Context: an optimization exercise on an open-source flow, tuned for small area, a short achievable clock period and few clock cycles. The choices shown serve that exercise and are no tape-out recipe.
RTL that was checked went through simulation tests only; none was proved equivalent to the original.
No activity file was given, so power comes from the tool's default toggle rates.

==> job 9943: inputs <==
## dash_vm
module dash_vm (
    input  wire        clk,
    input  wire        rst,           
    input  wire        start,
    input  wire [15:0] prog_len,
    output wire [15:0] prog_addr,
    input  wire [31:0] prog_data,
    input  wire [15:0] pool_len,
    output wire [15:0] pool_addr,
    input  wire [31:0] pool_data,
    output reg  [1:0]  status,
    output wire [2:0]  result_tag,
    output wire [23:0] result_data,
    output reg  [3:0]  fault_kind,
    output reg  [23:0] fault_pc
);
    localparam FRAMES = 4;           
    localparam HEAP   = 16;
    localparam ST_IDLE = 2'd0, ST_RUN = 2'd1, ST_HALT = 2'd2, ST_FAULT = 2'd3;
    localparam [2:0] T_NUM = 3'd0, T_SYM = 3'd1, T_DSYM = 3'd2, T_COMP = 3'd3, T_CLO = 3'd4;
    localparam [3:0] K_NUM = 4'd0, K_SYM = 4'd1, K_DSYM = 4'd2,
                     K_MHDR = 4'd3, K_DHDR = 4'd4, K_MVAR = 4'd5;
    localparam [3:0] F_ENC = 4'd1, F_TYPE = 4'd2, F_TAG = 4'd3, F_SOVF = 4'd4,
                     F_SUNF = 4'd5, F_NOMATCH = 4'd6, F_IOR = 4'd7, F_UNDEF = 4'd8,
                     F_AOVF = 4'd9, F_HEAP = 4'd10;
    localparam [3:0] OP_LOADI = 4'd0, OP_LOADS = 4'd1, OP_LOADSD = 4'd2, OP_LOADC = 4'd3,
                     OP_ADD = 4'd4, OP_SUB = 4'd5, OP_MOVE = 4'd6, OP_JMP = 4'd7,
                     OP_HALT = 4'd8, OP_CALL = 4'd9, OP_CALLCL = 4'd10, OP_RET = 4'd11,
                     OP_MAKECL = 4'd12, OP_MATCH = 4'd13;
    localparam [4:0] S_F1     = 5'd0,  S_DEC    = 5'd1,  S_F2     = 5'd2,  S_LC_D   = 5'd3,
                     S_LSD_HD = 5'd5,  S_LSD_D  = 5'd6,
                     S_RC     = 5'd8,  S_ARG    = 5'd9,  S_CFIN   = 5'd10, S_CAP    = 5'd11,
                     S_EX     = 5'd12, S_MB     = 5'd14, S_MH_G   = 5'd15,
                     S_MH_D   = 5'd16, S_MV_D   = 5'd17, S_MC_D   = 5'd19,
                     S_MS_D   = 5'd21, S_MP_D   = 5'd22, S_SK_P   = 5'd23,
                     S_SK_D   = 5'd24, S_SC_D   = 5'd25;
    reg [26:0] rf   [0:FRAMES*32-1];     
    reg [FRAMES*32-1:0] vld;             
    reg [26:0] heap [0:HEAP-1];          
    reg [23:0] ret_pc  [0:FRAMES-1];
    reg [4:0]  ret_reg [0:FRAMES-1];
    reg [4:0]  state;
    reg [23:0] pc;
    reg [15:0] pa;                       
    reg        oob;                      
    reg [15:0] plen, klen;               
  ...
Settings: LEC_CHECK=0, CAP_MARGIN=20, CELL_PAD_IN_SITES_DETAIL_PLACEMENT=1, CORE_MARGIN=2, CORE_UTILIZATION=25, GPL_ROUTABILITY_DRIVEN=1, GPL_TIMING_DRIVEN=1, PLACE_DENSITY=0.4, SETUP_SLACK_MARGIN=5, SLEW_MARGIN=20; clock period 12.0 ns.
run.sh (not shown) runs the stock make flow with config.mk's settings and CLKGATE_MAP_FILE= SYNTH_SCRIPT=/design/flow/synth_recipe.tcl, a recipe that flattens the netlist after the stock synthesis.
==> job 7821 (differences from job 9943) <==
--- a/flow/design.v
+++ b/flow/design.v
@@ -69,12 +69,10 @@
     reg [31:0] sroot;                    
     reg [31:0] croot;                    
     reg        usec;                     
     reg [31:0] pe;                       
     reg [31:0] tried, case_vars, bm, bmu;
-    reg        pclr_en;                  
-    reg [31:0] pclr;
     reg        wq_en;
     reg [6:0]  wq_addr;
     reg [26:0] wq_data;
     reg        hq_en;
     reg [3:0]  hq_addr;
@@ -103,15 +101,15 @@
     endfunction
     wire [31:0] nxw = (state == S_DEC) ? prog_data : nx;
     wire [6:0]  ridx = {fp, ri};
     wire        fwd  = wq_en && (wq_addr == ridx);
     wire [26:0] rv   = fwd ? wq_data : rf[ridx];
-    wire        rok  = (fwd | vld[ridx]) & ~(pclr_en & pclr[ri]);
+    wire        rok  = fwd | vld[ridx];
     wire [2:0]  rtag = rv[26:24];
     wire [23:0] rpay = rv[23:0];
     wire        w0   = wq_en && (wq_addr == 7'd0);
-    wire        vld0 = (vld[0] | w0) & ~(pclr_en && fp == 2'd0 && pclr[0]);
+    wire        vld0 = vld[0] | w0;
     wire [26:0] rf0  = w0 ? wq_data : rf[0];
     wire [3:0]  pk   = pool_data[31:28];
     wire [3:0]  par  = pool_data[27:24];
     wire [23:0] ppay = pool_data[23:0];
     wire        pscalar = (pk == K_NUM) || (pk == K_SYM) || (pk == K_DSYM);
@@ -136,26 +134,17 @@
     assign prog_addr   = (status == ST_RUN) ? pa : 16'd0;
     assign pool_addr   = ka;
     assign result_tag  = result[26:24];
     assign result_data = result[23:0];
     wire        need1     = (need == 24'd1);
-    function [23:0] cnt_item(input [23:0] n, input dh, input [3:0] pa_);
-        reg [5:0] lo;
-        begin
-            lo = {2'b00, n[3:0]} + {2'b00, dh ? pa_ : 4'd0} - 6'd1;
-            if (lo[5])      cnt_item = {n[23:4] - 20'd1, lo[3:0]};
-            else if (lo[4]) cnt_item = {n[23:4] + 20'd1, lo[3:0]};
-            else            cnt_item = {n[23:4], lo[3:0]};
-        end
-    endfunction
-    wire [23:0] need_item = cnt_item(need, pdhdr, par);
+    wire [23:0] need_item = pdhdr ? need + {20'd0, par} - 24'd1 : need - 24'd1;
     wire        item_last = need1 && (!pdhdr || par == 4'd0);
     wire        pe_dhdr   = (pe[31:28] == K_DHDR);
     wire [23:0] need_pe   = pe_dhdr ? need + {20'd0, pe[27:24]} - 24'd1 : need - 24'd1;
     wire        pe_last   = need1 && (!pe_dhdr || pe[27:24] == 4'd0);
     wire        sk_last   = (sneed == 24'd1) && (!pdhdr || par == 4'd0);
-    wire [23:0] sneed_item = cnt_item(sneed, pdhdr, par);
+    wire [23:0] sneed_item = pdhdr ? sneed + {20'd0, par} - 24'd1 : sneed - 24'd1;
     wire [31:0] rent  = usec ? croot : pool_data;
     wire [3:0]  rk    = rent[31:28];
     wire [3:0]  rpar  = rent[27:24];
     wire        rscalar = (rk == K_NUM) || (rk == K_SYM) || (rk == K_DSYM);
     wire        smatch = (subj[26:24] == rk[2:0]) && (subj[23:0] == rent[23:0]);
@@ -211,13 +200,13 @@
             pc    <= t;
             pa    <= t[15:0];
             state <= S_F1;
         end
     endtask
-    task finish;
+    task finish(input [31:0] m);
         begin
-            pclr_en <= 1'b1;
+            vclr[{fp, 5'd0} +: 32] = m;
             if (ci == 24'd0) next_pc;
             else jump(pc_case);
         end
     endtask
     task rewalk;
@@ -229,13 +218,10 @@
             state <= S_MC_D;
         end
     endtask
     task next_case;
         begin
-            case_vars <= 32'd0;
-            bm        <= 32'd0;
-            bmu       <= 32'd0;
             ci    <= ci + 24'd1;
             cs    <= q + 16'd1;
             state <= S_MC_D;
             if (last_case) fault(F_NOMATCH);
         end
@@ -266,13 +252,10 @@
             end
         end
     endtask
     always @(posedge clk) begin
         vclr = {FRAMES*32{1'b0}};
-        if (pclr_en) vclr[{fp, 5'd0} +: 32] = pclr;
-        pclr_en <= 1'b0;
-        pclr    <= (tried & ~bm) | bmu;
         flt  = 1'b0;
         fk   = 4'd0;
         wq_en <= 1'b0;
         hq_en <= 1'b0;
         if (rst) begin
@@ -486,13 +469,10 @@
                 end else begin
                     q     <= cs;
                     ka    <= cs + 16'd1;
                     ci    <= 24'd0;
                     tried <= 32'd0;
-                    case_vars <= 32'd0;
-                    bm    <= 32'd0;
-                    bmu   <= 32'd0;
                     wpass <= 1'b0;
                     usec  <= 1'b1;
                     state <= S_MC_D;
                 end
                 if (q >= klen) fault(F_IOR);
@@ -505,24 +485,29 @@
             S_MC_D: begin
                 croot <= rent;
                 usec  <= 1'b0;
                 if (rscalar) begin
                     if (smatch) begin
-                        finish;
+                        finish(tried);
                     end else begin
                         q  <= q + 16'd1;
                         ka <= q + 16'd2;
                         next_case;
                     end
                 end else begin
+                    if (!wpass) begin
+                        case_vars <= 32'd0;
+                        bm        <= 32'd0;
+                        bmu       <= 32'd0;
+                    end
                     need <= {20'd0, rpar};
                     q    <= q + 16'd1;
                     if (rmatch) begin
                         s  <= subj[15:0] + 16'd1;
                         ka <= subj[15:0] + 16'd1;
                         if (rpar == 4'd0) begin
-                            if (wpass) finish;
+                            if (wpass) finish((tried & ~bm) | bmu);
                             else rewalk;
                         end else begin
                             state <= S_MP_D;
                         end
                     end else begin
@@ -548,11 +533,11 @@
                     end
                     q    <= q + 16'd1;
                     s    <= s + 16'd1;
                     need <= need - 24'd1;
                     if (need1) begin
-                        if (wpass) finish;
+                        if (wpass) finish((tried & ~bm) | bmu);
                         else rewalk;
                     end else if (pdhdr && par != 4'd0) begin
                         sneed <= {20'd0, par};
                         ka    <= s + 16'd1;
                         state <= S_SK_P;
@@ -564,11 +549,11 @@
                              (!pdhdr || par == pe[27:24])) begin
                     q    <= q + 16'd1;
                     s    <= s + 16'd1;
                     need <= need_item;
                     if (item_last) begin
-                        if (wpass) finish;
+                        if (wpass) finish((tried & ~bm) | bmu);
                         else rewalk;
                     end else begin
                         ka    <= s + 16'd1;
                         state <= S_MP_D;
                     end
@@ -609,13 +594,15 @@
                     next_case;
                 end
             end
             default: state <= S_DEC;
             endcase
-            fault_kind <= fk;
-            fault_pc   <= pc;
-            if (flt) status <= ST_FAULT;
+            if (flt) begin
+                status     <= ST_FAULT;
+                fault_kind <= fk;
+                fault_pc   <= pc;
+            end
         end
         vld <= (vld | vset) & ~vclr;
     end
 endmodule
 `default_nettype wire
==> notes.md <==
Job 7821 completed with no timing, DRC or antenna violations. Job 9943 went through all stages and came out clean. Of job 7821 and job 9943, job 7821 has the higher global-route usage (gap 0.56 points). Against job 9943, the final cell count of job 7821 is larger by 0.68%. Between job 9943 and job 7821, the lower synthesized cell count is in job 9943 (gap about 0.6%, measured against job 7821). In job 9943 the register-to-register slack is better than in job 7821, by 60 ps. Synthesized area is about the same in job 7821 and job 9943. Between job 9943 and job 7821, the lower non-clock buffer count is in job 9943 (gap 114). Between job 9943 and job 7821, the lower critical path depth is in job 7821 (gap 4). In maximum frequency, job 7821 and job 9943 hardly differ. Clock power: job 7821 is smaller than job 9943 (about 3%). In job 7821 the sequential cell count is lower than in job 9943, by 33. In job 7821 the via count is higher than in job 9943, by about 1.7%.
==> figures <==
quantity	job 9943	job 7821
Peak fanout along the critical path	12	9
Crit path depth	26	22
Synth-to-layout area growth	17.5%	18.5%
Power per cell area	148 mW/mm²	145 mW/mm²
Instance count of the mapped netlist	14158	14245
Clock tree buffer count of the final layout	712	718
Minimum clock period after layout	6910 ps	6900 ps
Total clock buffers created by CTS	565	559
Switching power	0.00938 W	0.00929 W
Slew HR	0.0822	0.156
Run status	no timing/DRC/antenna violations	no timing/DRC/antenna violations
Worst slack after detailed placement	3320 ps	3470 ps
Final RePlAce weighted congestion	0.932	0.974
Switching power as a share of total power	0.243	0.243
Sinks on the clock net	4920	4887
Core area	0.887 mm²	0.888 mm²
Reported combinational group power	0.00254 W	0.00275 W
Post-synthesis share of cell area spent on xor and xnor gates	0.0202	0.0202
Antenna Cells	34	49
Final instance count without filler cells	27056	27239
Final Routed Wirelength	931000 µm	957000 µm
Proportion of cell area spent on the clock network	0.0692	0.0656
Total length of routed met3 wires	61400 µm	67700 µm
Testbench counts of job 9943, summed over its fixed seeds: cycles 40,312.
Only the layout flow was run in job 7821; the RTL was not checked for function there.

-- separate check: timing with driven ports --
How much do the figures lean on ideal ports? The routed layouts below were timed once more, with nothing changed but the port constraints. Step 1, drivers: a clkbuf_16 drives clk and a buf_2 each remaining input, both assumed. Step 2, shift: input delay + t, output delay - t, t = (earliest + latest rising clock arrival at the registers) / 2. This alone moves slack from input paths to output paths. Three values: no drivers, after step 1, after step 2; two values: the first two.
run	t, ns	slack for setup (ns)	pins driven straight from the clock port
job 9943	1.206	5.094 / 5.157 / 3.997	1
job 7821	1.236	5.100 / 5.100 / 4.001	1
After both steps setup and hold are still met in every run listed. For job 7821, which loses most, drivers alone change the setup slack by 0.000 ns; drivers and shift together by -1.099 ns.
